From an optimization exercise on the open Yosys and OpenROAD flow, aimed at small area, a short achievable clock period and few clock cycles per item; shortcuts taken in it are not production practice. Only simulation tests tie the RTL to the original design; equivalence was not proved. No activity file was given, so power comes from the tool's default toggle rates.

--- flow/config.mk ---
export PLATFORM = sky130hd
export DESIGN_NAME = b128codec
export DESIGN_NICKNAME = b128codec
export VERILOG_FILES = /design/flow/design.v
export SDC_FILE = /design/flow/constraint.sdc
export NUM_CORES = 4
export LEC_CHECK = 0
export CAP_MARGIN = 20
export CORE_MARGIN = 2
export CORE_UTILIZATION = 40
export SLEW_MARGIN = 20
--- flow/run.sh ---
#!/bin/bash
# synth_recipe.tcl (not shown) runs the flow's synth.tcl, then flattens the netlist and writes it again
# the make line also repeats each setting of config.mk as NAME=value (left out here)
make -C /OpenROAD-flow-scripts/flow DESIGN_CONFIG=/design/flow/config.mk WORK_HOME=/design/flow/orfs CLKGATE_MAP_FILE= SYNTH_SCRIPT=/design/flow/synth_recipe.tcl finish
--- flow/constraint.sdc ---
create_clock -name core_clock -period 12.0 [get_ports {clk}]
set_input_delay 2.4000 -clock core_clock [delete_from_list [all_inputs] [get_ports {clk}]]
set_output_delay 2.4000 -clock core_clock [all_outputs]
set_load 0.01 [all_outputs]
--- flow/design.v ---
module b128codec (
    input  wire       clk,
    input  wire       rst,
    input  wire       cmd_valid,
    input  wire [1:0] cmd_op,
    output wire [1:0] status_state,
    output wire [1:0] status_err,
    input  wire       in_valid,
    input  wire [7:0] in_data,
    input  wire       in_end,
    output wire       in_ready,
    output wire       out_valid,
    output wire [7:0] out_data,
    input  wire       out_ready
);
    localparam [1:0] ST_IDLE = 2'd0, ST_BUSY = 2'd1, ST_DONE = 2'd2, ST_ERROR = 2'd3;
    localparam [1:0] ERR_NONE = 2'd0, ERR_INVALID = 2'd1, ERR_MALFORMED = 2'd2;
    localparam [1:0] OP_ENC7 = 2'd0, OP_DEC7 = 2'd1, OP_ENC192 = 2'd2, OP_DEC192 = 2'd3;
    localparam [7:0] PAD_CHAR = 8'h21;
    localparam [1:0] RM_HOLD = 2'd0, RM_SHIFT = 2'd1, RM_ENC = 2'd2, RM_HOR = 2'd3;
    function [7:0] alook;
        input [7:0] d;
        begin
            case (d)
            8'd0: alook = 8'h23;
            8'd1: alook = 8'h24;
            8'd2: alook = 8'h25;
            8'd3: alook = 8'h26;
            8'd4: alook = 8'h27;
            8'd5: alook = 8'h28;
            8'd6: alook = 8'h29;
            8'd7: alook = 8'h2A;
            8'd8: alook = 8'h2B;
            8'd9: alook = 8'h2C;
            8'd10: alook = 8'h2D;
            8'd11: alook = 8'h2E;
            8'd12: alook = 8'h2F;
            8'd13: alook = 8'h30;
            8'd14: alook = 8'h31;
            8'd15: alook = 8'h32;
            8'd16: alook = 8'h33;
            8'd17: alook = 8'h34;
            8'd18: alook = 8'h35;
            8'd19: alook = 8'h36;
            8'd20: alook = 8'h37;
            8'd21: alook = 8'h38;
            8'd22: alook = 8'h39;
            8'd23: alook = 8'h3A;
            8'd24: alook = 8'h3B;
            8'd25: alook = 8'h3C;
            8'd26: alook = 8'h3D;
            8'd27: alook = 8'h3E;
            8'd28: alook = 8'h3F;
            8'd29: alook = 8'h40;
            8'd30: alook = 8'h41;
            8'd31: alook = 8'h42;
            8'd32: alook = 8'h43;
            8'd33: alook = 8'h44;
            8'd34: alook = 8'h45;
            8'd35: alook = 8'h46;
            8'd36: alook = 8'h47;
            8'd37: alook = 8'h48;
            8'd38: alook = 8'h49;
            8'd39: alook = 8'h4A;
            8'd40: alook = 8'h4B;
            8'd41: alook = 8'h4C;
            8'd42: alook = 8'h4D;
            8'd43: alook = 8'h4E;
            8'd44: alook = 8'h4F;
            8'd45: alook = 8'h50;
            8'd46: alook = 8'h51;
            8'd47: alook = 8'h52;
            8'd48: alook = 8'h53;
            8'd49: alook = 8'h54;
            8'd50: alook = 8'h55;
            8'd51: alook = 8'h56;
            8'd52: alook = 8'h57;
            8'd53: alook = 8'h58;
            8'd54: alook = 8'h59;
            8'd55: alook = 8'h5A;
            8'd56: alook = 8'h5B;
            8'd57: alook = 8'h5C;
            8'd58: alook = 8'h5D;
            8'd59: alook = 8'h5E;
            8'd60: alook = 8'h5F;
            8'd61: alook = 8'h60;
            8'd62: alook = 8'h61;
            8'd63: alook = 8'h62;
            8'd64: alook = 8'h63;
            8'd65: alook = 8'h64;
            8'd66: alook = 8'h65;
            8'd67: alook = 8'h66;
            8'd68: alook = 8'h67;
            8'd69: alook = 8'h68;
            8'd70: alook = 8'h69;
            8'd71: alook = 8'h6A;
            8'd72: alook = 8'h6B;
            8'd73: alook = 8'h6C;
            8'd74: alook = 8'h6D;
            8'd75: alook = 8'h6E;
            8'd76: alook = 8'h6F;
            8'd77: alook = 8'h70;
            8'd78: alook = 8'h71;
            8'd79: alook = 8'h72;
            8'd80: alook = 8'h73;
            8'd81: alook = 8'h74;
            8'd82: alook = 8'h75;
            8'd83: alook = 8'h76;
            8'd84: alook = 8'h77;
            8'd85: alook = 8'h78;
            8'd86: alook = 8'h79;
            8'd87: alook = 8'h7A;
            8'd88: alook = 8'h7B;
            8'd89: alook = 8'h7C;
            8'd90: alook = 8'h7D;
            8'd91: alook = 8'h7E;
            8'd92: alook = 8'hA0;
            8'd93: alook = 8'hA1;
            8'd94: alook = 8'hA2;
            8'd95: alook = 8'hA3;
            8'd96: alook = 8'hA4;
            8'd97: alook = 8'hA5;
            8'd98: alook = 8'hA6;
            8'd99: alook = 8'hA7;
            8'd100: alook = 8'hA8;
            8'd101: alook = 8'hA9;
            8'd102: alook = 8'hAA;
            8'd103: alook = 8'hAB;
            8'd104: alook = 8'hAC;
            8'd105: alook = 8'hAD;
            8'd106: alook = 8'hAE;
            8'd107: alook = 8'hAF;
            8'd108: alook = 8'hB0;
            8'd109: alook = 8'hB1;
            8'd110: alook = 8'hB2;
            8'd111: alook = 8'hB3;
            8'd112: alook = 8'hB4;
            8'd113: alook = 8'hB5;
            8'd114: alook = 8'hB6;
            8'd115: alook = 8'hB7;
            8'd116: alook = 8'hB8;
            8'd117: alook = 8'hB9;
            8'd118: alook = 8'hBA;
            8'd119: alook = 8'hBB;
            8'd120: alook = 8'hBC;
            8'd121: alook = 8'hBD;
            8'd122: alook = 8'hBE;
            8'd123: alook = 8'hBF;
            8'd124: alook = 8'hC0;
            8'd125: alook = 8'hC1;
            8'd126: alook = 8'hC2;
            8'd127: alook = 8'hC3;
            8'd128: alook = 8'hC4;
            8'd129: alook = 8'hC5;
            8'd130: alook = 8'hC6;
            8'd131: alook = 8'hC7;
            8'd132: alook = 8'hC8;
            8'd133: alook = 8'hC9;
            8'd134: alook = 8'hCA;
            8'd135: alook = 8'hCB;
            8'd136: alook = 8'hCC;
            8'd137: alook = 8'hCD;
            8'd138: alook = 8'hCE;
            8'd139: alook = 8'hCF;
            8'd140: alook = 8'hD0;
            8'd141: alook = 8'hD1;
            8'd142: alook = 8'hD2;
            8'd143: alook = 8'hD3;
            8'd144: alook = 8'hD4;
            8'd145: alook = 8'hD5;
            8'd146: alook = 8'hD6;
            8'd147: alook = 8'hD7;
            8'd148: alook = 8'hD8;
            8'd149: alook = 8'hD9;
            8'd150: alook = 8'hDA;
            8'd151: alook = 8'hDB;
            8'd152: alook = 8'hDC;
            8'd153: alook = 8'hDD;
            8'd154: alook = 8'hDE;
            8'd155: alook = 8'hDF;
            8'd156: alook = 8'hE0;
            8'd157: alook = 8'hE1;
            8'd158: alook = 8'hE2;
            8'd159: alook = 8'hE3;
            8'd160: alook = 8'hE4;
            8'd161: alook = 8'hE5;
            8'd162: alook = 8'hE6;
            8'd163: alook = 8'hE7;
            8'd164: alook = 8'hE8;
            8'd165: alook = 8'hE9;
            8'd166: alook = 8'hEA;
            8'd167: alook = 8'hEB;
            8'd168: alook = 8'hEC;
            8'd169: alook = 8'hED;
            8'd170: alook = 8'hEE;
            8'd171: alook = 8'hEF;
            8'd172: alook = 8'hF0;
            8'd173: alook = 8'hF1;
            8'd174: alook = 8'hF2;
            8'd175: alook = 8'hF3;
            8'd176: alook = 8'hF4;
            8'd177: alook = 8'hF5;
            8'd178: alook = 8'hF6;
            8'd179: alook = 8'hF7;
            8'd180: alook = 8'hF8;
            8'd181: alook = 8'hF9;
            8'd182: alook = 8'hFA;
            8'd183: alook = 8'hFB;
            8'd184: alook = 8'hFC;
            8'd185: alook = 8'hFD;
            8'd186: alook = 8'hFE;
            8'd187: alook = 8'hFF;
            8'd188: alook = 8'h09;
            8'd189: alook = 8'h0B;
            8'd190: alook = 8'h1B;
            8'd191: alook = 8'h1C;
            8'd192: alook = 8'h00;
            8'd193: alook = 8'h00;
            8'd194: alook = 8'h00;
            8'd195: alook = 8'h00;
            8'd196: alook = 8'h00;
            8'd197: alook = 8'h00;
            8'd198: alook = 8'h00;
            8'd199: alook = 8'h00;
            8'd200: alook = 8'h00;
            8'd201: alook = 8'h00;
            8'd202: alook = 8'h00;
            8'd203: alook = 8'h00;
            8'd204: alook = 8'h00;
            8'd205: alook = 8'h00;
            8'd206: alook = 8'h00;
            8'd207: alook = 8'h00;
            8'd208: alook = 8'h00;
            8'd209: alook = 8'h00;
            8'd210: alook = 8'h00;
            8'd211: alook = 8'h00;
            8'd212: alook = 8'h00;
            8'd213: alook = 8'h00;
            8'd214: alook = 8'h00;
            8'd215: alook = 8'h00;
            8'd216: alook = 8'h00;
            8'd217: alook = 8'h00;
            8'd218: alook = 8'h00;
            8'd219: alook = 8'h00;
            8'd220: alook = 8'h00;
            8'd221: alook = 8'h00;
            8'd222: alook = 8'h00;
            8'd223: alook = 8'h00;
            8'd224: alook = 8'h00;
            8'd225: alook = 8'h00;
            8'd226: alook = 8'h00;
            8'd227: alook = 8'h00;
            8'd228: alook = 8'h00;
            8'd229: alook = 8'h00;
            8'd230: alook = 8'h00;
            8'd231: alook = 8'h00;
            8'd232: alook = 8'h00;
            8'd233: alook = 8'h00;
            8'd234: alook = 8'h00;
            8'd235: alook = 8'h00;
            8'd236: alook = 8'h00;
            8'd237: alook = 8'h00;
            8'd238: alook = 8'h00;
            8'd239: alook = 8'h00;
            8'd240: alook = 8'h00;
            8'd241: alook = 8'h00;
            8'd242: alook = 8'h00;
            8'd243: alook = 8'h00;
            8'd244: alook = 8'h00;
            8'd245: alook = 8'h00;
            8'd246: alook = 8'h00;
            8'd247: alook = 8'h00;
            8'd248: alook = 8'h00;
            8'd249: alook = 8'h00;
            8'd250: alook = 8'h00;
            8'd251: alook = 8'h00;
            8'd252: alook = 8'h00;
            8'd253: alook = 8'h00;
            8'd254: alook = 8'h00;
            8'd255: alook = 8'h00;
            default: alook = 8'h00;
            endcase
        end
    endfunction
    function [9:0] rlook;
        input [7:0] c;
        begin
            case (c)
            8'h00: rlook = 10'h200;
            8'h01: rlook = 10'h200;
            8'h02: rlook = 10'h200;
            8'h03: rlook = 10'h200;
            8'h04: rlook = 10'h200;
            8'h05: rlook = 10'h200;
            8'h06: rlook = 10'h200;
            8'h07: rlook = 10'h200;
            8'h08: rlook = 10'h200;
            8'h09: rlook = 10'h0BC;
            8'h0A: rlook = 10'h200;
            8'h0B: rlook = 10'h0BD;
            8'h0C: rlook = 10'h200;
            8'h0D: rlook = 10'h200;
            8'h0E: rlook = 10'h200;
            8'h0F: rlook = 10'h200;
            8'h10: rlook = 10'h200;
            8'h11: rlook = 10'h200;
            8'h12: rlook = 10'h200;
            8'h13: rlook = 10'h200;
            8'h14: rlook = 10'h200;
            8'h15: rlook = 10'h200;
            8'h16: rlook = 10'h200;
            8'h17: rlook = 10'h200;
            8'h18: rlook = 10'h200;
            8'h19: rlook = 10'h200;
            8'h1A: rlook = 10'h200;
            8'h1B: rlook = 10'h0BE;
            8'h1C: rlook = 10'h0BF;
            8'h1D: rlook = 10'h200;
            8'h1E: rlook = 10'h200;
            8'h1F: rlook = 10'h200;
            8'h20: rlook = 10'h200;
            8'h21: rlook = 10'h100;
            8'h22: rlook = 10'h200;
            8'h23: rlook = 10'h000;
            8'h24: rlook = 10'h001;
            8'h25: rlook = 10'h002;
            8'h26: rlook = 10'h003;
            8'h27: rlook = 10'h004;
            8'h28: rlook = 10'h005;
            8'h29: rlook = 10'h006;
            8'h2A: rlook = 10'h007;
            8'h2B: rlook = 10'h008;
            8'h2C: rlook = 10'h009;
            8'h2D: rlook = 10'h00A;
            8'h2E: rlook = 10'h00B;
            8'h2F: rlook = 10'h00C;
            8'h30: rlook = 10'h00D;
            8'h31: rlook = 10'h00E;
            8'h32: rlook = 10'h00F;
            8'h33: rlook = 10'h010;
            8'h34: rlook = 10'h011;
            8'h35: rlook = 10'h012;
            8'h36: rlook = 10'h013;
            8'h37: rlook = 10'h014;
            8'h38: rlook = 10'h015;
            8'h39: rlook = 10'h016;
            8'h3A: rlook = 10'h017;
            8'h3B: rlook = 10'h018;
            8'h3C: rlook = 10'h019;
            8'h3D: rlook = 10'h01A;
            8'h3E: rlook = 10'h01B;
            8'h3F: rlook = 10'h01C;
            8'h40: rlook = 10'h01D;
            8'h41: rlook = 10'h01E;
            8'h42: rlook = 10'h01F;
            8'h43: rlook = 10'h020;
            8'h44: rlook = 10'h021;
            8'h45: rlook = 10'h022;
            8'h46: rlook = 10'h023;
            8'h47: rlook = 10'h024;
            8'h48: rlook = 10'h025;
            8'h49: rlook = 10'h026;
            8'h4A: rlook = 10'h027;
            8'h4B: rlook = 10'h028;
            8'h4C: rlook = 10'h029;
            8'h4D: rlook = 10'h02A;
            8'h4E: rlook = 10'h02B;
            8'h4F: rlook = 10'h02C;
            8'h50: rlook = 10'h02D;
            8'h51: rlook = 10'h02E;
            8'h52: rlook = 10'h02F;
            8'h53: rlook = 10'h030;
            8'h54: rlook = 10'h031;
            8'h55: rlook = 10'h032;
            8'h56: rlook = 10'h033;
            8'h57: rlook = 10'h034;
            8'h58: rlook = 10'h035;
            8'h59: rlook = 10'h036;
            8'h5A: rlook = 10'h037;
            8'h5B: rlook = 10'h038;
            8'h5C: rlook = 10'h039;
            8'h5D: rlook = 10'h03A;
            8'h5E: rlook = 10'h03B;
            8'h5F: rlook = 10'h03C;
            8'h60: rlook = 10'h03D;
            8'h61: rlook = 10'h03E;
            8'h62: rlook = 10'h03F;
            8'h63: rlook = 10'h040;
            8'h64: rlook = 10'h041;
            8'h65: rlook = 10'h042;
            8'h66: rlook = 10'h043;
            8'h67: rlook = 10'h044;
            8'h68: rlook = 10'h045;
            8'h69: rlook = 10'h046;
            8'h6A: rlook = 10'h047;
            8'h6B: rlook = 10'h048;
            8'h6C: rlook = 10'h049;
            8'h6D: rlook = 10'h04A;
            8'h6E: rlook = 10'h04B;
            8'h6F: rlook = 10'h04C;
            8'h70: rlook = 10'h04D;
            8'h71: rlook = 10'h04E;
            8'h72: rlook = 10'h04F;
            8'h73: rlook = 10'h050;
            8'h74: rlook = 10'h051;
            8'h75: rlook = 10'h052;
            8'h76: rlook = 10'h053;
            8'h77: rlook = 10'h054;
            8'h78: rlook = 10'h055;
            8'h79: rlook = 10'h056;
            8'h7A: rlook = 10'h057;
            8'h7B: rlook = 10'h058;
            8'h7C: rlook = 10'h059;
            8'h7D: rlook = 10'h05A;
            8'h7E: rlook = 10'h05B;
            8'h7F: rlook = 10'h200;
            8'h80: rlook = 10'h200;
            8'h81: rlook = 10'h200;
            8'h82: rlook = 10'h200;
            8'h83: rlook = 10'h200;
            8'h84: rlook = 10'h200;
            8'h85: rlook = 10'h200;
            8'h86: rlook = 10'h200;
            8'h87: rlook = 10'h200;
            8'h88: rlook = 10'h200;
            8'h89: rlook = 10'h200;
            8'h8A: rlook = 10'h200;
            8'h8B: rlook = 10'h200;
            8'h8C: rlook = 10'h200;
            8'h8D: rlook = 10'h200;
            8'h8E: rlook = 10'h200;
            8'h8F: rlook = 10'h200;
            8'h90: rlook = 10'h200;
            8'h91: rlook = 10'h200;
            8'h92: rlook = 10'h200;
            8'h93: rlook = 10'h200;
            8'h94: rlook = 10'h200;
            8'h95: rlook = 10'h200;
            8'h96: rlook = 10'h200;
            8'h97: rlook = 10'h200;
            8'h98: rlook = 10'h200;
            8'h99: rlook = 10'h200;
            8'h9A: rlook = 10'h200;
            8'h9B: rlook = 10'h200;
            8'h9C: rlook = 10'h200;
            8'h9D: rlook = 10'h200;
            8'h9E: rlook = 10'h200;
            8'h9F: rlook = 10'h200;
            8'hA0: rlook = 10'h05C;
            8'hA1: rlook = 10'h05D;
            8'hA2: rlook = 10'h05E;
            8'hA3: rlook = 10'h05F;
            8'hA4: rlook = 10'h060;
            8'hA5: rlook = 10'h061;
            8'hA6: rlook = 10'h062;
            8'hA7: rlook = 10'h063;
            8'hA8: rlook = 10'h064;
            8'hA9: rlook = 10'h065;
            8'hAA: rlook = 10'h066;
            8'hAB: rlook = 10'h067;
            8'hAC: rlook = 10'h068;
            8'hAD: rlook = 10'h069;
            8'hAE: rlook = 10'h06A;
            8'hAF: rlook = 10'h06B;
            8'hB0: rlook = 10'h06C;
            8'hB1: rlook = 10'h06D;
            8'hB2: rlook = 10'h06E;
            8'hB3: rlook = 10'h06F;
            8'hB4: rlook = 10'h070;
            8'hB5: rlook = 10'h071;
            8'hB6: rlook = 10'h072;
            8'hB7: rlook = 10'h073;
            8'hB8: rlook = 10'h074;
            8'hB9: rlook = 10'h075;
            8'hBA: rlook = 10'h076;
            8'hBB: rlook = 10'h077;
            8'hBC: rlook = 10'h078;
            8'hBD: rlook = 10'h079;
            8'hBE: rlook = 10'h07A;
            8'hBF: rlook = 10'h07B;
            8'hC0: rlook = 10'h07C;
            8'hC1: rlook = 10'h07D;
            8'hC2: rlook = 10'h07E;
            8'hC3: rlook = 10'h07F;
            8'hC4: rlook = 10'h080;
            8'hC5: rlook = 10'h081;
            8'hC6: rlook = 10'h082;
            8'hC7: rlook = 10'h083;
            8'hC8: rlook = 10'h084;
            8'hC9: rlook = 10'h085;
            8'hCA: rlook = 10'h086;
            8'hCB: rlook = 10'h087;
            8'hCC: rlook = 10'h088;
            8'hCD: rlook = 10'h089;
            8'hCE: rlook = 10'h08A;
            8'hCF: rlook = 10'h08B;
            8'hD0: rlook = 10'h08C;
            8'hD1: rlook = 10'h08D;
            8'hD2: rlook = 10'h08E;
            8'hD3: rlook = 10'h08F;
            8'hD4: rlook = 10'h090;
            8'hD5: rlook = 10'h091;
            8'hD6: rlook = 10'h092;
            8'hD7: rlook = 10'h093;
            8'hD8: rlook = 10'h094;
            8'hD9: rlook = 10'h095;
            8'hDA: rlook = 10'h096;
            8'hDB: rlook = 10'h097;
            8'hDC: rlook = 10'h098;
            8'hDD: rlook = 10'h099;
            8'hDE: rlook = 10'h09A;
            8'hDF: rlook = 10'h09B;
            8'hE0: rlook = 10'h09C;
            8'hE1: rlook = 10'h09D;
            8'hE2: rlook = 10'h09E;
            8'hE3: rlook = 10'h09F;
            8'hE4: rlook = 10'h0A0;
            8'hE5: rlook = 10'h0A1;
            8'hE6: rlook = 10'h0A2;
            8'hE7: rlook = 10'h0A3;
            8'hE8: rlook = 10'h0A4;
            8'hE9: rlook = 10'h0A5;
            8'hEA: rlook = 10'h0A6;
            8'hEB: rlook = 10'h0A7;
            8'hEC: rlook = 10'h0A8;
            8'hED: rlook = 10'h0A9;
            8'hEE: rlook = 10'h0AA;
            8'hEF: rlook = 10'h0AB;
            8'hF0: rlook = 10'h0AC;
            8'hF1: rlook = 10'h0AD;
            8'hF2: rlook = 10'h0AE;
            8'hF3: rlook = 10'h0AF;
            8'hF4: rlook = 10'h0B0;
            8'hF5: rlook = 10'h0B1;
            8'hF6: rlook = 10'h0B2;
            8'hF7: rlook = 10'h0B3;
            8'hF8: rlook = 10'h0B4;
            8'hF9: rlook = 10'h0B5;
            8'hFA: rlook = 10'h0B6;
            8'hFB: rlook = 10'h0B7;
            8'hFC: rlook = 10'h0B8;
            8'hFD: rlook = 10'h0B9;
            8'hFE: rlook = 10'h0BA;
            8'hFF: rlook = 10'h0BB;
            default: rlook = 10'h200;
            endcase
        end
    endfunction
    function [2:0] ma;                       
        input [2:0] a, b;
        ma = {(a[0] & b[2]) | (a[1] & b[1]) | (a[2] & b[0]),
              (a[0] & b[1]) | (a[1] & b[0]) | (a[2] & b[2]),
              (a[0] & b[0]) | (a[1] & b[2]) | (a[2] & b[1])};
    endfunction
    function [2:0] pm;                       
        input [1:0] b;
        pm = {b[1] & ~b[0], ~b[1] & b[0], ~(b[1] ^ b[0])};
    endfunction
    function [1:0] pq;                       
        input [2:0] r;
        input [1:0] b;
        pq = {r[2] | (r[1] & b[1]),
              (r[0] & b[1] & b[0]) | (r[1] & ~b[1]) | (r[2] & (b[1] | b[0]))};
    endfunction
    reg  [1:0]  state_q, err_q, op_q;
    reg  [7:0]  s_q [0:15];
    reg  [4:0]  wp_q, rc_q, cnt_q;
    reg         ov_q, ir_q, end_q;
    reg  [7:0]  od_q;
    reg  [6:0]  mask_q;
    reg         trl_q;                           
    reg  [2:0]  oi_q;                            
    reg         bad_q, mal_q, pb_q, lpad_q, lhi_q;
    reg  [6:0]  ldig_q;
    reg  [3:0]  nwr_q;
    reg         act_q, padf_q;                   
    reg  [4:0]  rem_q;                           
    reg  [15:0] cm_q;                            
    reg  [15:0] ym_q;                            
    reg  [15:0] sm_q;                            
    reg         up_q;                            
    reg  [4:0]  ul_q;
    reg  [15:0] hm_q;                            
    reg         errp_q;
    reg  [1:0]  errc_q;
    wire busy = (state_q == ST_BUSY);
    assign status_state = state_q;
    assign status_err   = err_q;
    assign in_ready     = ir_q;
    assign out_valid    = ov_q;
    assign out_data     = od_q;
    wire take     = ir_q & in_valid;
    wire take_d   = take & ~in_end;
    wire take_e   = take & in_end;
    wire out_free = ~ov_q | out_ready;
    wire [9:0] rl    = rlook(in_data);
    wire       r_bad = rl[9];
    wire       r_pad = rl[8];
    wire [7:0] r_dig = rl[7:0];
    wire [127:0] X;
    genvar gi;
    generate
        for (gi = 0; gi < 16; gi = gi + 1) begin : g_x
            assign X[8*gi +: 8] = s_q[gi];
        end
    endgenerate
    wire [7:0]   enc_dig;
    wire [113:0] enc_q;
    wire [127:0] hor_x;
    reg  [1:0]  n_state, n_err, n_op;
    reg  [4:0]  n_wp, n_rc, n_cnt;
    reg         n_ov, n_ir, n_end;
    reg  [6:0]  n_mask;
    reg         n_trl;
    reg  [2:0]  n_oi;
    reg         n_bad, n_mal, n_pb, n_lpad, n_lhi;
    reg  [6:0]  n_ldig;
    reg  [3:0]  n_nwr;
    reg         n_act, n_padf;
    reg  [4:0]  n_rem;
    reg  [15:0] n_cm, n_ym, n_sm, sm_e;
    reg         n_up;
    reg  [4:0]  n_ul;
    reg  [15:0] n_hm;
    reg         n_errp;
    reg  [1:0]  n_errc;
    reg  [1:0]  rmode;
    reg         wr, oload, fin, close, trl_wr, start, step;
    reg  [4:0]  ws, wbase;
    reg         wdec;
    reg  [7:0]  wdata, odata;
    reg         e_padf, e_last;
    always @* begin
        n_state = state_q; n_err = err_q; n_op = op_q;
        n_wp = wp_q; n_rc = rc_q; n_cnt = cnt_q;
        n_ov = ov_q & ~out_ready; n_ir = ir_q; n_end = end_q | take_e;
        n_mask = mask_q; n_trl = trl_q; n_oi = oi_q;
        n_bad = bad_q; n_mal = mal_q; n_pb = pb_q; n_lpad = lpad_q; n_lhi = lhi_q;
        n_ldig = ldig_q; n_nwr = nwr_q;
        n_act = act_q; n_padf = padf_q; n_rem = rem_q;
        n_cm = cm_q; n_ym = ym_q; n_sm = sm_q; sm_e = sm_q;
        n_up = up_q; n_ul = ul_q; n_hm = hm_q;
        n_errp = errp_q; n_errc = errc_q;
        rmode = RM_HOLD; wr = 1'b0; ws = 5'd0; wdata = 8'd0;
        oload = 1'b0; odata = 8'd0; fin = 1'b0;
        close = 1'b0; trl_wr = 1'b0; start = 1'b0; step = 1'b0;
        wbase = wp_q; wdec = 1'b0; e_padf = 1'b0; e_last = 1'b0;
        if (!busy) begin
            if (cmd_valid) begin
                n_state = ST_BUSY; n_err = ERR_NONE; n_op = cmd_op;
                n_wp = 5'd0; n_rc = 5'd0; n_cnt = 5'd0; n_end = 1'b0;
                n_ov = 1'b0; n_ir = 1'b1;
                n_mask = 7'd0; n_trl = 1'b0; n_oi = 3'd0;
                n_bad = 1'b0; n_mal = 1'b0; n_pb = 1'b0; n_lpad = 1'b0; n_lhi = 1'b0;
                n_nwr = 4'd0; n_act = 1'b0; n_up = 1'b0; n_errp = 1'b0; n_errc = ERR_NONE;
                n_cm = 16'd0; n_ym = 16'd0;
            end
        end else begin
            case (op_q)
            OP_ENC7: begin
                if (wp_q != 5'd0 && out_free) begin
                    oload = 1'b1; odata = s_q[0]; rmode = RM_SHIFT;
                end
                wdec = oload;
                ws = wp_q - {4'd0, oload};
                if (trl_q) begin
                    if (wp_q != 5'd16 || oload) begin
                        wr = 1'b1; wdata = alook({1'b0, mask_q});
                        n_trl = 1'b0; n_mask = 7'd0; n_cnt = 5'd0;
                    end
                end else if (take_d) begin
                    wr = 1'b1; wdata = alook({1'b0, in_data[6:0]});
                    n_mask[3'd6 - cnt_q[2:0]] = in_data[7];
                    if (cnt_q == 5'd6) n_trl = 1'b1;
                    else n_cnt = cnt_q + 5'd1;
                end else if (take_e && cnt_q != 5'd0) begin
                    wr = 1'b1; wdata = PAD_CHAR; n_trl = 1'b1;
                end
                n_wp = ws + {4'd0, wr};
                fin = n_end & ~n_trl & (n_wp == 5'd0);
                n_ir = ~n_end & ~n_trl & (n_wp <= 5'd15);
            end
            OP_DEC7: begin
                if (rc_q != 5'd0 && out_free) begin
                    oload = 1'b1; rmode = RM_SHIFT;
                    odata = {mask_q[3'd6 - oi_q], s_q[0][6:0]};
                    n_oi = oi_q + 3'd1; n_rc = rc_q - 5'd1;
                end
                wdec = oload;
                ws = wp_q - {4'd0, oload};
                close = (cnt_q == 5'd8 || (end_q && cnt_q != 5'd0)) && rc_q == 5'd0;
                if (close) begin
                    trl_wr = ~pb_q & ~lpad_q;
                    wdec = trl_wr;
                    ws = wp_q - {4'd0, trl_wr};
                    if (bad_q) begin
                        n_errp = 1'b1; n_errc = ERR_INVALID;
                    end else if (lpad_q | lhi_q | mal_q | (~pb_q & cnt_q != 5'd8)) begin
                        n_errp = 1'b1; n_errc = ERR_MALFORMED;
                    end else begin
                        n_rc = {1'b0, nwr_q} - {4'd0, trl_wr};
                        n_mask = ldig_q; n_oi = 3'd0;
                    end
                    n_cnt = 5'd0; n_pb = 1'b0; n_mal = 1'b0; n_bad = 1'b0;
                    n_nwr = 4'd0; n_lpad = 1'b0; n_lhi = 1'b0;
                end
                if (take_d) begin
                    if (n_cnt != 5'd0) begin
                        if (!n_pb && n_lhi) n_mal = 1'b1;
                        n_pb = n_pb | n_lpad;
                    end
                    n_bad = n_bad | r_bad;
                    if (!n_pb && !r_pad) begin
                        wr = 1'b1; wdata = r_dig; n_nwr = n_nwr + 4'd1;
                    end
                    n_lpad = r_pad; n_lhi = r_dig[7]; n_ldig = r_dig[6:0];
                    n_cnt = n_cnt + 5'd1;
                end
                n_wp = ws + {4'd0, wr};
                fin = (n_errp | (n_end & n_cnt == 5'd0)) & (n_rc == 5'd0);
                n_ir = ~n_end & ~n_errp & (n_cnt < 5'd8 || n_rc == 5'd0);
            end
            OP_ENC192: begin
                start = ~act_q & (cnt_q == 5'd15 || (end_q && cnt_q != 5'd0));
                if (start) begin
                    e_padf = (cnt_q != 5'd15);
                    n_act = 1'b1; n_rem = cnt_q + 5'd1;
                    n_padf = (cnt_q != 5'd15); n_cnt = 5'd0;
                    n_cm = 16'd0;
                    wbase = 5'd16; sm_e = 16'hFFFF;
                end else begin
                    e_padf = padf_q; e_last = (rem_q == 5'd1);
                end
                n_sm = sm_e;
                if ((act_q | start) && out_free) begin
                    oload = 1'b1;
                    if (start || rem_q != 5'd0) begin
                        step = 1'b1; rmode = RM_ENC; odata = alook(enc_dig);
                        n_rem = (start ? cnt_q + 5'd1 : rem_q) - 5'd1;
                        n_sm = {1'b0, sm_e[15:1]};
                        if (e_last && !e_padf) n_act = 1'b0;
                    end else begin
                        odata = PAD_CHAR; n_act = 1'b0;
                    end
                end
                wdec = step;
                ws = wbase - {4'd0, step};
                if (take_d) begin
                    wr = 1'b1; wdata = in_data; n_cnt = n_cnt + 5'd1;
                    n_cm = {n_cm[14:0], 1'b1};
                end
                n_wp = ws + {4'd0, wr};
                if (!n_act)    n_ym = n_cm;
                else if (step) n_ym = ym_q & n_sm;
                fin = n_end & ~n_act & (n_cnt == 5'd0);
                n_ir = ~n_end & (n_cnt < 5'd15) & (n_wp <= 5'd15);
            end
            default: begin                         
                if (rc_q != 5'd0 && out_free) begin
                    oload = 1'b1; odata = s_q[0]; rmode = RM_SHIFT;
                    n_rc = rc_q - 5'd1;
                end
                wdec = oload;
                ws = wp_q - {4'd0, oload};
                if (up_q && rc_q == 5'd0) begin
                    if (!hm_q[0]) begin
                        rmode = RM_HOR; n_hm = hm_q | {1'b0, hm_q[15:1]};
                    end
                    if (hm_q[0] | hm_q[1]) begin
                        n_up = 1'b0; n_rc = ul_q - 5'd1; ws = ul_q - 5'd1;
                    end
                end
                if (take_d) begin
                    if (r_bad) begin
                        n_errp = 1'b1; n_errc = ERR_INVALID;
                    end else if (r_pad) begin
                        if (cnt_q == 5'd0) begin
                            n_errp = 1'b1; n_errc = ERR_MALFORMED;
                        end else begin
                            n_up = 1'b1; n_ul = cnt_q; n_cnt = 5'd0;
                            n_hm = 16'd1 << (cnt_q[3:0] - 4'd1);
                        end
                    end else begin
                        wr = 1'b1; wdata = r_dig;
                        if (cnt_q == 5'd15) begin
                            n_up = 1'b1; n_ul = 5'd16; n_cnt = 5'd0; n_hm = 16'h8000;
                        end else begin
                            n_cnt = cnt_q + 5'd1;
                        end
                    end
                end else if (take_e && cnt_q != 5'd0) begin
                    n_errp = 1'b1; n_errc = ERR_MALFORMED;
                end
                n_wp = ws + {4'd0, wr};
                fin = (n_errp | (n_end & n_cnt == 5'd0 & ~n_up)) & (n_rc == 5'd0);
                n_ir = ~n_end & ~n_errp & ~n_up & (n_wp <= 5'd15);
            end
            endcase
            if (oload) n_ov = 1'b1;
            if (fin && !n_ov) begin
                n_state = n_errp ? ST_ERROR : ST_DONE;
                n_err   = n_errp ? n_errc : ERR_NONE;
                n_ir    = 1'b0;
            end
        end
    end
    wire [119:0] Y;
    generate
        for (gi = 0; gi < 15; gi = gi + 1) begin : g_y
            assign Y[8*gi +: 8] = s_q[gi] & {8{ym_q[gi]}};
        end
    endgenerate
    wire [119:0] Z = {6'd0, Y[119:6]};       
    reg  [2:0] pv [0:59];
    reg  [2:0] gsum [0:14];
    reg  [2:0] p32 [0:14], p321 [0:14];
    reg  [2:0] ks [0:4][0:14];
    reg  [2:0] rin;
    reg  [119:0] qz;
    reg  [2:0] zm;
    integer k, l;
    always @* begin
        for (k = 0; k < 60; k = k + 1)
            pv[k] = pm(Z[2*k +: 2]);
        for (k = 0; k < 15; k = k + 1) begin
            p32[k]  = ma(pv[4*k+3], pv[4*k+2]);
            p321[k] = ma(p32[k], pv[4*k+1]);
            gsum[k] = ma(p32[k], ma(pv[4*k+1], pv[4*k]));
        end
        for (k = 0; k < 15; k = k + 1) ks[0][k] = gsum[k];
        for (l = 0; l < 4; l = l + 1)
            for (k = 0; k < 15; k = k + 1)
                if (k + (1 << l) < 15) ks[l+1][k] = ma(ks[l][k], ks[l][k + (1 << l)]);
                else                   ks[l+1][k] = ks[l][k];
        zm = ks[4][0];
        for (k = 0; k < 15; k = k + 1) begin
            rin = (k < 14) ? ks[4][k+1] : 3'b001;
            qz[8*k+6 +: 2] = pq(rin, Z[8*k+6 +: 2]);
            qz[8*k+4 +: 2] = pq(ma(rin, pv[4*k+3]), Z[8*k+4 +: 2]);
            qz[8*k+2 +: 2] = pq(ma(rin, p32[k]), Z[8*k+2 +: 2]);
            qz[8*k   +: 2] = pq(ma(rin, p321[k]), Z[8*k +: 2]);
        end
    end
    assign enc_q   = qz[113:0];
    assign enc_dig = {zm[2], zm[1], Y[5:0]};
    wire [127:0] hmask;
    generate
        for (gi = 0; gi < 16; gi = gi + 1) begin : g_hm
            assign hmask[8*gi +: 8] = {8{hm_q[gi]}};
        end
    endgenerate
    wire [127:0] xw = X & hmask;
    wire [127:0] hb = {2'b00, xw[127:2]};
    reg  [127:0] hg, hp, hpp, hs;
    integer hi, hl;
    always @* begin
        hpp = ~(X ^ hb);
        hg  = X & ~hb;
        hp  = hpp;
        hg[0] = hg[0] | hp[0];               
        for (hl = 0; hl < 7; hl = hl + 1)
            for (hi = (2 << hl) - 1; hi < 128; hi = hi + (2 << hl)) begin
                hg[hi] = hg[hi] | (hp[hi] & hg[hi - (1 << hl)]);
                hp[hi] = hp[hi] & hp[hi - (1 << hl)];
            end
        for (hl = 5; hl >= 0; hl = hl - 1)
            for (hi = 3 * (1 << hl) - 1; hi < 128; hi = hi + (2 << hl)) begin
                hg[hi] = hg[hi] | (hp[hi] & hg[hi - (1 << hl)]);
                hp[hi] = hp[hi] & hp[hi - (1 << hl)];
            end
        hs[0] = ~hpp[0];
        for (hi = 1; hi < 128; hi = hi + 1) hs[hi] = hpp[hi] ^ hg[hi-1];
    end
    assign hor_x = hs;
    wire [127:0] qx = {14'd0, enc_q};
    integer i;
    reg [16:0] bh;
    reg [15:0] we;
    always @* begin
        for (i = 0; i < 17; i = i + 1) bh[i] = (wbase == i[4:0]);
        for (i = 0; i < 16; i = i + 1) we[i] = wr & (wdec ? bh[i+1] : bh[i]);
    end
    always @(posedge clk) begin
        for (i = 0; i < 16; i = i + 1) begin
            if (we[i])
                s_q[i] <= wdata;
            else case (rmode)
                RM_SHIFT: s_q[i] <= (i < 15) ? s_q[(i + 1) % 16] : 8'd0;
                RM_ENC:   s_q[i] <= n_sm[i] ? qx[8*i +: 8]
                                            : ((i < 15) ? s_q[(i + 1) % 16] : 8'd0);
                RM_HOR:   s_q[i] <= hor_x[8*i +: 8];
                default:  ;
            endcase
        end
        if (oload) od_q <= odata;
        wp_q <= n_wp; rc_q <= n_rc; cnt_q <= n_cnt; end_q <= n_end;
        mask_q <= n_mask; trl_q <= n_trl; oi_q <= n_oi;
        bad_q <= n_bad; mal_q <= n_mal; pb_q <= n_pb; lpad_q <= n_lpad; lhi_q <= n_lhi;
        ldig_q <= n_ldig; nwr_q <= n_nwr;
        act_q <= n_act; padf_q <= n_padf; rem_q <= n_rem;
        cm_q <= n_cm; ym_q <= n_ym; sm_q <= n_sm;
        up_q <= n_up; ul_q <= n_ul; hm_q <= n_hm;
        errp_q <= n_errp; errc_q <= n_errc;
        op_q <= n_op;
        if (rst) begin
            state_q <= ST_IDLE;
            err_q   <= ERR_NONE;
            ov_q    <= 1'b0;
            ir_q    <= 1'b0;
        end else begin
            state_q <= n_state;
            err_q   <= n_err;
            ov_q    <= n_ov;
            ir_q    <= n_ir;
        end
    end
endmodule
==> results of run 1 <==
layout make-up:
type	instances	area share [%]
sequential	273	20.44
multi-input combinational	3724	67.73
clock buffer	51	2.640
timing repair buffer	120	2.487
clock inverter	14	0.5376
tap	1165	3.773
inverter	246	2.390
cells in the mapped netlist, types with 65 or more instances:
| master | instances |
|---|---|
| a31oi_1 | 81 |
| a21o_1 | 114 |
| a222oi_1 | 243 |
| mux2i_1 | 78 |
| clkbuf_1 | 240 |
| a22oi_1 | 102 |
| nand3_1 | 90 |
| ha_1 | 368 |
| o22ai_1 | 158 |
| inv_1 | 238 |
| edfxtp_1 | 243 |
| a21oi_1 | 267 |
| nand2_1 | 691 |
| nor2_1 | 335 |
| fa_1 | 65 |
| nor3_1 | 76 |
| xor2_1 | 83 |
| o21ai_0 | 234 |
worst reg2reg max path, stage by stage, from the launching register on:
cell	delay (ns)
edfxtp_1	0.66
inv_1	0.40
ha_1	0.59
or4b_2	0.71
a211oi_1	0.41
nor2_1	0.21
nand2_1	0.79
inv_1	0.68
a2bb2oi_1	0.29
o32ai_1	0.15
a211o_1	0.33
a2111o_1	0.68
nor2_1	0.77
inv_1	0.25
nand2_1	0.35
sequential cells by signal, summed over array words and instances (netlist names), 7 cells and up, named ones only:
name    cells
s_q       128
hm_q       16
ym_q       15
od_q        8
ldig_q      7
mask_q      7
cm_q       15
sm_q       16
metrics by stage:
step | util [%] | setup slack [ns] | area (um^2)
after floorplan | - | 5.526 | 35850
after global placement | 42.12 | 4.005 | 37340
after detailed placement | 42.15 | 3.866 | 37360
after CTS | 43.53 | 4.441 | 38590
after global routing | 43.58 | 3.873 | 38630
final | 43.58 | 4.227 | 38630
final timing paths:
check	depth (start not counted)	slack (ns)	to	from
setup / recovery	15	4.23	s_q[5][0]	in_data[2]
hold / removal	2	0.47	err_q[0]	err_q[0]
setup reg to reg	14	4.39	s_q[5][0]	cnt_q[0]
hold reg to reg	2	0.47	err_q[0]	err_q[0]
cell families (layout without fill, tap and decap cells):
family / count (synthesis) / count (layout)
multiplexers: 88 / 88
XOR/XNOR: 118 / 118
buffers and inverters: 512 / 431
flip-flops: 273 / 273
AO/OA/AOI/OAI: 1639 / 1639
AND/OR/NAND/NOR: 1446 / 1446
adder cells (fa/ha/maj): 433 / 433
where the power goes:
group	internal, mW	switching, mW
clock network	0.701	0.477
registers	1.15	0.171
logic	0.995	1.89
total	2.85	2.53
per-layer routing:
layer	global-route usage [%]	up-vias	share of wire [%]
met5	0	-	0
met4	9.290	0	3.5
met3	5.269	237	10
met2	43.52	1966	43
met1	39.70	18220	43
li1	-	17220	-
==> summary.txt, run 1 <==
Status
  – Status: finished clean

Setup path
  – Slowest cell on crit path: a2111o_1
  – Worst path buffer plus inverter count: 5
  – Crit Path Category: in2reg
  – Crit path max fanout: 16
  – Startpoint types: input port
  – CP endpoint kind: register
  – CP arrival: 7.99 ns
  – Critical Path RT: around 12 ns
  – Family with the most delay on the worst path: buffers and inverters
  – Max stage delay on crit path: 0.77 ns
  – Cell Chain, Critical Path: clkdlybuf4s50_1 -> inv_1 -> ha_1 -> nor2_1 -> a2111oi_0 -> buf_4 -> o221a_2 -> nand2b_1 -> a21oi_1 -> buf_4 -> nand2_1 -> a2111o_1 -> nor2_1 -> inv_1 -> nand2_1

Finish
  – Commonest non-fill, non-tap cells in the layout: 689 x nand2_1, 366 x ha_1, 332 x nor2_1, 266 x a21oi_1
  – Final non-filler cell total: 5593
  – Fill cells: 8998
  – Synth-to-Final Area Change: 7.751%
  – Area taken by multi-input logic gates: 26170 um^2
  – Share of cells above drive strength 1: between 4 and 5%
  – Commonest non-fill, non-tap cell in the layout: nand2_1
  – Number of diodes: 0
  – Fin nets: 4850
  – Seq. cell area: approximately 7900 um^2

STA
  – Period utilisation layout: 64.77%
  – Final setup fails: 0
  – Final setup TNS: 0 ns
  – Worst slew margin: 22.75%
  – Final hold vios: 0
  – Max Fclk: 128.7 MHz
  – RSZ-0062 raised after global routing: no
  – Actual slew at the worst max-slew pin: approximately 1.2 ns
  – Fin crit period: ~8 ns
  – Layout Skew: 0.02793 ns
  – Final Max Tran Viols: 0
  – Hold_ws: 0.4717 ns

Yosys
  – Adder-cell share of the synthesized area: between 10% and 20%
  – Post-Syn Area: 35850 um^2
  – Async set or reset register ratio after synthesis: 0%
  – Post-Synthesis Cells: 4509
  – Register bit count reported by yosys: 273
  – Seq/Total Area, Yosys: 22.03%
  – Post-synth EDFFs: roughly 240
  – Syn avg cell area: 7.952 um^2
  – YS warnings: 7
  – Mux contribution to synthesized area: about 2.6%
  – Post-Synth XOR/XNOR Area: 2.882%
  – Syn Nets: a little under 5000
  – Main combinational cell family by area after synthesis: compound AO/OA/AOI/OAI gates
  – Compound-cell area share of the yosys netlist: 32.82%
  – Yosys cell types: 83
  – Simple-gate share of the synthesized area: 17.79%
  – Synth area leaders: edfxtp_1 20%, ha_1 13%, nand2_1 7.2%, a222oi_1 6.8%, a21oi_1 3.7%
  – Synth area leader: edfxtp_1
  – Post-synth top flop: edfxtp_1
  – Share of the synthesized area in the top cell type: 20.35%

Drt
  – Final wirelength: 135800 um
  – Pre-antenna DRT Iters: 14
  – Vias: ~38000
  – DR WL/cell: 24.27 um
  – 1st-iter DRT viols: 6080
  – DRC errors left: 0
  – Antenna Nets Post-Route: 0
  – Vias per Instance: a little under 7

Clocking
  – Num CTS Buffers: 36
  – Hold_buf cts: 0
  – Clk sink count: 273
  – CTS max path bufs: 3
  – TritonCTS clock tree: yes
  – Later-pin clock latency in the skew report: 0.58 ns
  – # H-tree levels: 2
  – Clock slew at reported path FFs: around 0.060 ns
  – Setup bufs post-CTS: 0
  – Post-cts resize count: 0
  – CTS root buf: clkbuf_16

Place
  – Routability congestion estimate: 0.9393
  – Final HPWL DP: 101100 um
  – Port Buf Inserts: 29
  – Placed insts: between 5000 and 6000

Floorplan
  – I/O pin count: 30
  – Std-Cell Rows: about 110
  – Die W: 303.4 um
  – DIE HEIGHT: roughly 300 um
  – Core Area: about 89000 um^2
  – Starting Density: 40.45%
  – Die area: 92050 um^2

Run
  – Max-cap violations: 0

Power and ir drop
  – Total power: 5.383 mW
  – Leak: 15.07 nW
  – Peak VDD IR: between 0.00008 and 0.00009 V
  – Power per cell area: around 140 nW/um^2

Global route
  – Total track usage: between 20% and 30%
  – Largest net degree at the start of global routing: 81
  – Via count of the first global-routing pass: 33560
  – Grt total ovfl: 0
  – Initial antenna violation count: 2
  – First-pass GRT wire length: ~200000 um

Min path
  – Hold crit path type: reg2reg
Testbench counts, summed over its fixed seeds: cycles 30,977, bytes 41,065.
==> run 2: changes to the inputs <==
--- a/flow/design.v
+++ b/flow/design.v
@@ -216,66 +216,66 @@
             8'd191: alook = 8'h1C;
-            8'd192: alook = 8'h00;
-            8'd193: alook = 8'h00;
-            8'd194: alook = 8'h00;
-            8'd195: alook = 8'h00;
-            8'd196: alook = 8'h00;
-            8'd197: alook = 8'h00;
-            8'd198: alook = 8'h00;
-            8'd199: alook = 8'h00;
-            8'd200: alook = 8'h00;
-            8'd201: alook = 8'h00;
-            8'd202: alook = 8'h00;
-            8'd203: alook = 8'h00;
-            8'd204: alook = 8'h00;
-            8'd205: alook = 8'h00;
-            8'd206: alook = 8'h00;
-            8'd207: alook = 8'h00;
-            8'd208: alook = 8'h00;
-            8'd209: alook = 8'h00;
-            8'd210: alook = 8'h00;
-            8'd211: alook = 8'h00;
-            8'd212: alook = 8'h00;
-            8'd213: alook = 8'h00;
-            8'd214: alook = 8'h00;
-            8'd215: alook = 8'h00;
-            8'd216: alook = 8'h00;
-            8'd217: alook = 8'h00;
-            8'd218: alook = 8'h00;
-            8'd219: alook = 8'h00;
-            8'd220: alook = 8'h00;
-            8'd221: alook = 8'h00;
-            8'd222: alook = 8'h00;
-            8'd223: alook = 8'h00;
-            8'd224: alook = 8'h00;
-            8'd225: alook = 8'h00;
-            8'd226: alook = 8'h00;
-            8'd227: alook = 8'h00;
-            8'd228: alook = 8'h00;
-            8'd229: alook = 8'h00;
-            8'd230: alook = 8'h00;
-            8'd231: alook = 8'h00;
-            8'd232: alook = 8'h00;
-            8'd233: alook = 8'h00;
-            8'd234: alook = 8'h00;
-            8'd235: alook = 8'h00;
-            8'd236: alook = 8'h00;
-            8'd237: alook = 8'h00;
-            8'd238: alook = 8'h00;
-            8'd239: alook = 8'h00;
-            8'd240: alook = 8'h00;
-            8'd241: alook = 8'h00;
-            8'd242: alook = 8'h00;
-            8'd243: alook = 8'h00;
-            8'd244: alook = 8'h00;
-            8'd245: alook = 8'h00;
-            8'd246: alook = 8'h00;
-            8'd247: alook = 8'h00;
-            8'd248: alook = 8'h00;
-            8'd249: alook = 8'h00;
-            8'd250: alook = 8'h00;
-            8'd251: alook = 8'h00;
-            8'd252: alook = 8'h00;
-            8'd253: alook = 8'h00;
-            8'd254: alook = 8'h00;
-            8'd255: alook = 8'h00;
+            8'd192: alook = 8'h21;
+            8'd193: alook = 8'h21;
+            8'd194: alook = 8'h21;
+            8'd195: alook = 8'h21;
+            8'd196: alook = 8'h21;
+            8'd197: alook = 8'h21;
+            8'd198: alook = 8'h21;
+            8'd199: alook = 8'h21;
+            8'd200: alook = 8'h21;
+            8'd201: alook = 8'h21;
+            8'd202: alook = 8'h21;
+            8'd203: alook = 8'h21;
+            8'd204: alook = 8'h21;
+            8'd205: alook = 8'h21;
+            8'd206: alook = 8'h21;
+            8'd207: alook = 8'h21;
+            8'd208: alook = 8'h21;
+            8'd209: alook = 8'h21;
+            8'd210: alook = 8'h21;
+            8'd211: alook = 8'h21;
+            8'd212: alook = 8'h21;
+            8'd213: alook = 8'h21;
+            8'd214: alook = 8'h21;
+            8'd215: alook = 8'h21;
+            8'd216: alook = 8'h21;
+            8'd217: alook = 8'h21;
+            8'd218: alook = 8'h21;
+            8'd219: alook = 8'h21;
+            8'd220: alook = 8'h21;
+            8'd221: alook = 8'h21;
+            8'd222: alook = 8'h21;
+            8'd223: alook = 8'h21;
+            8'd224: alook = 8'h21;
+            8'd225: alook = 8'h21;
+            8'd226: alook = 8'h21;
+            8'd227: alook = 8'h21;
+            8'd228: alook = 8'h21;
+            8'd229: alook = 8'h21;
+            8'd230: alook = 8'h21;
+            8'd231: alook = 8'h21;
+            8'd232: alook = 8'h21;
+            8'd233: alook = 8'h21;
+            8'd234: alook = 8'h21;
+            8'd235: alook = 8'h21;
+            8'd236: alook = 8'h21;
+            8'd237: alook = 8'h21;
+            8'd238: alook = 8'h21;
+            8'd239: alook = 8'h21;
+            8'd240: alook = 8'h21;
+            8'd241: alook = 8'h21;
+            8'd242: alook = 8'h21;
+            8'd243: alook = 8'h21;
+            8'd244: alook = 8'h21;
+            8'd245: alook = 8'h21;
+            8'd246: alook = 8'h21;
+            8'd247: alook = 8'h21;
+            8'd248: alook = 8'h21;
+            8'd249: alook = 8'h21;
+            8'd250: alook = 8'h21;
+            8'd251: alook = 8'h21;
+            8'd252: alook = 8'h21;
+            8'd253: alook = 8'h21;
+            8'd254: alook = 8'h21;
+            8'd255: alook = 8'h21;
             default: alook = 8'h00;
@@ -577,8 +577,6 @@
     reg  [4:0]  rem_q;                           
-    reg  [15:0] cm_q;                            
-    reg  [15:0] ym_q;                            
-    reg  [15:0] sm_q;                            
+    reg  [4:0]  dc_q;                            
+    reg  [15:0] m_q;                             
     reg         up_q;                            
     reg  [4:0]  ul_q;
-    reg  [15:0] hm_q;                            
     reg         errp_q;
@@ -620,6 +618,7 @@
     reg  [4:0]  n_rem;
-    reg  [15:0] n_cm, n_ym, n_sm, sm_e;
+    reg  [4:0]  n_dc, e_dc;
+    reg  [15:0] n_m, sm_n;
+    reg  [7:0]  al_in;
     reg         n_up;
     reg  [4:0]  n_ul;
-    reg  [15:0] n_hm;
     reg         n_errp;
@@ -627,3 +626,3 @@
     reg  [1:0]  rmode;
-    reg         wr, oload, fin, close, trl_wr, start, step;
+    reg         wr, wcnt, oload, fin, close, trl_wr, start, step;
     reg  [4:0]  ws, wbase;
@@ -632,2 +631,3 @@
     reg         e_padf, e_last;
+    integer     j;
     always @* begin
@@ -640,6 +640,6 @@
         n_act = act_q; n_padf = padf_q; n_rem = rem_q;
-        n_cm = cm_q; n_ym = ym_q; n_sm = sm_q; sm_e = sm_q;
-        n_up = up_q; n_ul = ul_q; n_hm = hm_q;
+        n_dc = dc_q; e_dc = dc_q; n_m = m_q; sm_n = 16'd0; al_in = s_q[0];
+        n_up = up_q; n_ul = ul_q;
         n_errp = errp_q; n_errc = errc_q;
-        rmode = RM_HOLD; wr = 1'b0; ws = 5'd0; wdata = 8'd0;
+        rmode = RM_HOLD; wr = 1'b0; wcnt = 1'b0; ws = 5'd0; wdata = 8'd0;
         oload = 1'b0; odata = 8'd0; fin = 1'b0;
@@ -655,3 +655,3 @@
                 n_nwr = 4'd0; n_act = 1'b0; n_up = 1'b0; n_errp = 1'b0; n_errc = ERR_NONE;
-                n_cm = 16'd0; n_ym = 16'd0;
+                n_m = 16'd0;
             end
@@ -661,3 +661,3 @@
                 if (wp_q != 5'd0 && out_free) begin
-                    oload = 1'b1; odata = s_q[0]; rmode = RM_SHIFT;
+                    oload = 1'b1; odata = alook(al_in); rmode = RM_SHIFT;
                 end
@@ -667,3 +667,3 @@
                     if (wp_q != 5'd16 || oload) begin
-                        wr = 1'b1; wdata = alook({1'b0, mask_q});
+                        wr = 1'b1; wdata = {1'b0, mask_q};
                         n_trl = 1'b0; n_mask = 7'd0; n_cnt = 5'd0;
@@ -671,3 +671,3 @@
                 end else if (take_d) begin
-                    wr = 1'b1; wdata = alook({1'b0, in_data[6:0]});
+                    wr = 1'b1; wdata = {1'b0, in_data[6:0]};
                     n_mask[3'd6 - cnt_q[2:0]] = in_data[7];
@@ -676,3 +676,3 @@
                 end else if (take_e && cnt_q != 5'd0) begin
-                    wr = 1'b1; wdata = PAD_CHAR; n_trl = 1'b1;
+                    wr = 1'b1; wdata = 8'hFF; n_trl = 1'b1;     
                 end
@@ -712,4 +712,5 @@
                     n_bad = n_bad | r_bad;
+                    wr = 1'b1; wdata = r_dig;            
                     if (!n_pb && !r_pad) begin
-                        wr = 1'b1; wdata = r_dig; n_nwr = n_nwr + 4'd1;
+                        wcnt = 1'b1; n_nwr = n_nwr + 4'd1;
                     end
@@ -718,3 +719,3 @@
                 end
-                n_wp = ws + {4'd0, wr};
+                n_wp = ws + {4'd0, wcnt};
                 fin = (n_errp | (n_end & n_cnt == 5'd0)) & (n_rc == 5'd0);
@@ -728,4 +729,3 @@
                     n_padf = (cnt_q != 5'd15); n_cnt = 5'd0;
-                    n_cm = 16'd0;
-                    wbase = 5'd16; sm_e = 16'hFFFF;
+                    wbase = 5'd16; e_dc = 5'd0; n_dc = 5'd0;
                 end else begin
@@ -733,3 +733,2 @@
                 end
-                n_sm = sm_e;
                 if ((act_q | start) && out_free) begin
@@ -737,8 +736,8 @@
                     if (start || rem_q != 5'd0) begin
-                        step = 1'b1; rmode = RM_ENC; odata = alook(enc_dig);
+                        step = 1'b1; rmode = RM_ENC; al_in = enc_dig; odata = alook(al_in);
                         n_rem = (start ? cnt_q + 5'd1 : rem_q) - 5'd1;
-                        n_sm = {1'b0, sm_e[15:1]};
+                        n_dc = e_dc + 5'd1;
                         if (e_last && !e_padf) n_act = 1'b0;
                     end else begin
-                        odata = PAD_CHAR; n_act = 1'b0;
+                        al_in = 8'hFF; odata = alook(al_in); n_act = 1'b0;
                     end
@@ -749,7 +748,10 @@
                     wr = 1'b1; wdata = in_data; n_cnt = n_cnt + 5'd1;
-                    n_cm = {n_cm[14:0], 1'b1};
                 end
                 n_wp = ws + {4'd0, wr};
-                if (!n_act)    n_ym = n_cm;
-                else if (step) n_ym = ym_q & n_sm;
+                for (j = 0; j < 16; j = j + 1) sm_n[j] = (j[4:0] < 5'd15 - e_dc);
+                if (!n_act) begin
+                    for (j = 0; j < 16; j = j + 1) n_m[j] = (j[4:0] < n_cnt);
+                end else if (step) begin
+                    n_m = m_q & sm_n;
+                end
                 fin = n_end & ~n_act & (n_cnt == 5'd0);
@@ -765,6 +767,6 @@
                 if (up_q && rc_q == 5'd0) begin
-                    if (!hm_q[0]) begin
-                        rmode = RM_HOR; n_hm = hm_q | {1'b0, hm_q[15:1]};
+                    if (!m_q[0]) begin
+                        rmode = RM_HOR; n_m = m_q | {1'b0, m_q[15:1]};
                     end
-                    if (hm_q[0] | hm_q[1]) begin
+                    if (m_q[0] | m_q[1]) begin
                         n_up = 1'b0; n_rc = ul_q - 5'd1; ws = ul_q - 5'd1;
@@ -773,2 +775,3 @@
                 if (take_d) begin
+                    wr = 1'b1; wdata = r_dig;            
                     if (r_bad) begin
@@ -780,8 +783,8 @@
                             n_up = 1'b1; n_ul = cnt_q; n_cnt = 5'd0;
-                            n_hm = 16'd1 << (cnt_q[3:0] - 4'd1);
+                            n_m = 16'd1 << (cnt_q[3:0] - 4'd1);
                         end
                     end else begin
-                        wr = 1'b1; wdata = r_dig;
+                        wcnt = 1'b1;
                         if (cnt_q == 5'd15) begin
-                            n_up = 1'b1; n_ul = 5'd16; n_cnt = 5'd0; n_hm = 16'h8000;
+                            n_up = 1'b1; n_ul = 5'd16; n_cnt = 5'd0; n_m = 16'h8000;
                         end else begin
@@ -793,3 +796,3 @@
                 end
-                n_wp = ws + {4'd0, wr};
+                n_wp = ws + {4'd0, wcnt};
                 fin = (n_errp | (n_end & n_cnt == 5'd0 & ~n_up)) & (n_rc == 5'd0);
@@ -809,3 +812,3 @@
         for (gi = 0; gi < 15; gi = gi + 1) begin : g_y
-            assign Y[8*gi +: 8] = s_q[gi] & {8{ym_q[gi]}};
+            assign Y[8*gi +: 8] = s_q[gi] & {8{m_q[gi]}};
         end
@@ -848,3 +851,3 @@
         for (gi = 0; gi < 16; gi = gi + 1) begin : g_hm
-            assign hmask[8*gi +: 8] = {8{hm_q[gi]}};
+            assign hmask[8*gi +: 8] = {8{m_q[gi]}};
         end
@@ -888,3 +891,3 @@
                 RM_SHIFT: s_q[i] <= (i < 15) ? s_q[(i + 1) % 16] : 8'd0;
-                RM_ENC:   s_q[i] <= n_sm[i] ? qx[8*i +: 8]
+                RM_ENC:   s_q[i] <= sm_n[i] ? qx[8*i +: 8]
                                             : ((i < 15) ? s_q[(i + 1) % 16] : 8'd0);
@@ -900,4 +903,4 @@
         act_q <= n_act; padf_q <= n_padf; rem_q <= n_rem;
-        cm_q <= n_cm; ym_q <= n_ym; sm_q <= n_sm;
-        up_q <= n_up; ul_q <= n_ul; hm_q <= n_hm;
+        dc_q <= n_dc; m_q <= n_m;
+        up_q <= n_up; ul_q <= n_ul;
         errp_q <= n_errp; errc_q <= n_errc;
--- a/flow/config.mk
+++ b/flow/config.mk
@@ -7,5 +7,7 @@
 export LEC_CHECK = 0
-export CAP_MARGIN = 20
+export CAP_MARGIN = 10
 export CORE_MARGIN = 2
-export CORE_UTILIZATION = 40
-export SLEW_MARGIN = 20
+export CORE_UTILIZATION = 50
+export CTS_BUF_LIST = sky130_fd_sc_hd__clkbuf_4 sky130_fd_sc_hd__clkbuf_8
+export SETUP_SLACK_MARGIN = 5
+export SLEW_MARGIN = 10
==> run 2 against run 1 <==
Compared with the run above: combinational power decreased by 13%; sequential share of layout area decreased by 2.1 points; count of clock-buffer cells in the layout increased by 10; critical path depth increased by 4; setup slack improved by 0.92 ns; first-iteration DRC count decreased by 19%; power decreased by 15%; design area decreased by 3.8%; non-clock buffer count increased by 93; largest cell class unchanged.
==> summary.txt, run 2 <==
Yosys
  – Post-Synthesis Cells: 4262 (-5.5%)
  – Post-Syn Area: 33920 um^2 (-5.4%)
  – Count leader, synth: nand2_1
  – Yosys cell types: 92 (+11%)
  – Synth area leaders: edfxtp_1 19%, ha_1 12%, nand2_1 5.7%, a222oi_1 5.0%, a21oi_1 4.1%
  – Share of the synthesized area in the top cell type: 19.21% (-1.1 points)
  – Syn avg cell area: 7.958 um^2 (about the same)
  – Synth area leader: edfxtp_1
  – Post-synth top flop: edfxtp_1
  – Post-synth EDFFs: 217 (-11%)
  – YS warnings: 7 (unchanged)
  – Async set or reset register ratio after synthesis: 0% (unchanged)
  – Syn Nets: 4665 (-5.9%)
  – Register bit count reported by yosys: 232 (-15%)
  – Seq/Total Area, Yosys: 20.10% (-1.9 points)
  – Synth top cells by count: 514 x nand2_1, 341 x nor2_1, 322 x ha_1

Power and ir drop
  – Peak VDD IR: 0.0001298 V (+55%)
  – Leak: 14.46 nW (-4.1%)
  – Power per cell area: 123.7 nW/um^2 (-11%)
  – Total power: 4.596 mW (-15%)

STA
  – Final Max Tran Viols: 0 (unchanged)
  – RSZ-0062 raised after global routing: yes
  – Final hold vios: 0 (unchanged)
  – Final setup fails: 0 (unchanged)
  – Fin crit period: 6.851 ns (-0.9224 ns)
  – Final setup TNS: 0 ns (unchanged)
  – Period utilisation layout: 57.09% (-7.7 points)
  – Worst slew margin: 19.81% (-2.9 points)
  – Max Fclk: 146.0 MHz (+13%)
  – Actual slew at the worst max-slew pin: 1.196 ns (+0.03746 ns)
  – Layout Skew: 0.04529 ns (+0.01736 ns)

Min path
  – Hold path cells: 2 (unchanged)
  – Hold crit path type: reg2reg
  – Hold Crit Start: err_q[0]
  – Hold Path Sink: err_q[0]

Clocking
  – CTS max path bufs: 3 (unchanged)
  – Clock slew at reported path FFs: 0.06 ns (about the same)
  – Clk sink count: 232 (-15%)
  – TritonCTS clock tree: yes
  – Hold_buf cts: 0 (unchanged)
  – # H-tree levels: 2 (unchanged)
  – Num CTS Buffers: 46 (+28%)
  – CTS root buf: clkbuf_8
  – Later-pin clock latency in the skew report: 0.68 ns (+0.10 ns)

Floorplan
  – Std-Cell Rows: 95 (-13%)
  – I/O pin count: 30 (unchanged)
  – Die area: 69930 um^2 (-24%)
  – Starting Density: 50.50% (+10 points)
  – DIE HEIGHT: 264.4 um (-13%)
  – Core Area: 67160 um^2 (-24%)
  – Die W: 264.4 um (-13%)

Drt
  – Pre-antenna DRT Iters: 14 (unchanged)
  – Metal2 WL: 57850 um (-1.6%)
  – DR WL/cell: 25.35 um (+4.4%)
  – Antenna Nets Post-Route: 0 (unchanged)
  – Final wirelength: 132100 um (-2.7%)
  – Met1 WL: 55360 um (-5.2%)
  – Met3 wire len: 12430 um (-10%)
  – Highest Signal Layer: met4
  – 1st-iter DRT viols: 4909 (-19%)
  – DRC errors left: 0 (unchanged)
  – Vias: 36450 (-3.2%)
  – Vias per Instance: 6.994 (+3.9%)

Place
  – Routability congestion estimate: 0.9762 (+3.9%)
  – Port Buf Inserts: 29 (unchanged)
  – Final HPWL DP: 96150 um (-4.9%)
  – Placed insts: 5025 (-9.0%)

Finish
  – Final non-filler cell total: 5211 (-6.8%)
  – Commonest non-fill, non-tap cells in the layout: 512 x nand2_1, 336 x nor2_1, 320 x ha_1, 275 x a21oi_1, 259 x o21ai_0
  – Synth-to-Final Area Change: 9.533%
  – Share of cells above drive strength 1: 9.039% (+4.4 points)
  – Max FFs per register: 128 (unchanged)
  – Fin nets: 4705 (-3.0%)
  – Largest regs: s_q (128), m_q (16), od_q (8)
  – Biggest register: s_q
  – Commonest non-fill, non-tap cell in the layout: nand2_1

Setup path
  – CP arrival: 7.45 ns (-0.54 ns)
  – Startpoint types: input port
  – RR Startpoint: m_q[8]
  – Crit path max fanout: 22 (+6)
  – Critical Path RT: 12.60 ns (+0.38 ns)
  – CP endpoint kind: register
  – Crit path launch: out_ready
  – R2R depth: 25 (+11)
  – Crit Path Category: in2reg
  – Flop-to-flop setup slack: 5.32 ns (+0.93 ns)

Global route
  – Largest net degree at the start of global routing: 68 (-16%)
  – Via count of the first global-routing pass: 33240 (-0.97%)
  – First-pass GRT wire length: 199600 um (-1.6%)
  – Total track usage: 36.19% (+7.9 points)
  – Initial antenna violation count: 2 (unchanged)
  – Grt total ovfl: 0 (unchanged)

Run
  – Max-cap violations: 0 (unchanged)

Status
  – Status: finished clean
run 2: cell types whose count changed in the layout (fill, tap and decap cells not counted), moves of 38 or more:
cell	delta
a222oi_1	-73
buf_4	+84
ha_1	-46
o22ai_1	-59
clkbuf_16	-38
clkbuf_8	+46
o221ai_1	+56
nand2_1	-177
run 2: layer usage:
metal / global-route usage (%) / up-vias
li1: - / 16690
met4: 16.03 / 0
met2: 56.23 / 1945
met3: 6.391 / 344
met1: 49.24 / 17470
met5: 0 / -
run 2: critical path, cell delays in order:
cell and delay (ns):
clkdlybuf4s50_1 0.52, nand2b_1 0.36, nand2_2 0.26, a311o_1 0.42, inv_1 0.12, ha_4 0.33, inv_1 0.26, buf_4 0.33
nand2_1 0.31, nand2_1 0.13, a221o_1 0.28, a211o_1 0.32, a31oi_4 0.35, inv_1 0.10, ha_1 0.28, ha_1 0.33
a21oi_1 0.14, o21ai_0 0.10, o211ai_1 0.08
run 2: worst max-delay path by stage:
| stage | to | slack, ns |
|---|---|---|
| 6_report | register | 5.15 |
| 5_1_grt | register | 4.94 |
| 4_1_cts | s_q[1][1] | 5.01 |
| 3_5_place_dp | register | 3.83 |
| 3_3_place_gp | register | 3.93 |
| 2_1_floorplan | register | 5.78 |
run 2: what timing repair did:
item	CTS	global route
endpoints found under the hold margin	0	0
pin swaps	30	7
gates cloned	1	0
buffers inserted	55	46
setup endpoints to repair	23	24
resized for setup	6	18
run 2: power breakdown:
group / leakage, nW / internal [mW] / switching [mW] / total (mW)
Combinational: 11.7 / 0.934 / 1.59 / 2.52
Clock: 0.521 / 0.499 / 0.416 / 0.915
Sequential: 2.20 / 1.00 / 0.157 / 1.16
run 2: logic make-up after synthesis:
group,Yosys count,synth area share [%]
compound gates,1575,33.49
xor+xnor,117,3.021
fa+ha+maj,387,15.72
buf+inv,468,5.220
flops,232,20.10
mux,95,3.025
simple gates,1388,19.43
run 2: cell type report:
type,count,area (um^2)
Sequential cell,232,6817
Inverter,246,927.1
Timing Repair Buffer,213,1803
Fill cell,6375,30010
Clock buffer,61,752.0
Antenna cell,1,2.502
Tap cell,873,1092
Multi-Input combinational cell,3563,25520
Clock inverter,22,230.2
run 2: per-stage QoR:
stage	hold slack, ns	setup slack [ns]	util (%)	area, um^2
after global placement	0.5155	3.931	52.33	35140
after detailed placement	0.5121	3.827	52.36	35160
final	0.5177	5.149	55.31	37150
after floorplan	0.5223	5.782	-	33920
after CTS	0.5315	5.010	54.55	36630
after global routing	0.5781	4.941	55.31	37150
Testbench counts of run 2, summed over its fixed seeds: cycles 30,977, bytes 41,065.

-- re-timing with driven ports --
No port has a modelled driver above. Below, the same layouts with a new extraction and two added sets of constraints.
Step 1 (the two cells are an assumption about what drives the block):
set clk [get_ports {clk}]
set_driving_cell -lib_cell sky130_fd_sc_hd__clkbuf_16 $clk
set_driving_cell -lib_cell sky130_fd_sc_hd__buf_2 [delete_from_list [all_inputs] $clk]
Step 2 moves the port delays by t, midway between the first and last clock arrival at a register: inputs arrive t later, outputs are due t later. That takes back most of the time a late clock gives input paths.
a / b / c = ideal / step 1 / step 2; a / b = the first two.
run | t (ns) | setup WS [ns] | pins driven straight from the clock port
run 1 | 0.628 | 4.227 / 4.267 / 3.639 | 1
run 2 | 0.708 | 5.149 / 5.182 / 4.474 | 1
After both steps setup and hold are still met in every run listed. For run 2, which loses most, drivers alone change the setup slack by +0.033 ns; drivers and shift together by -0.675 ns.
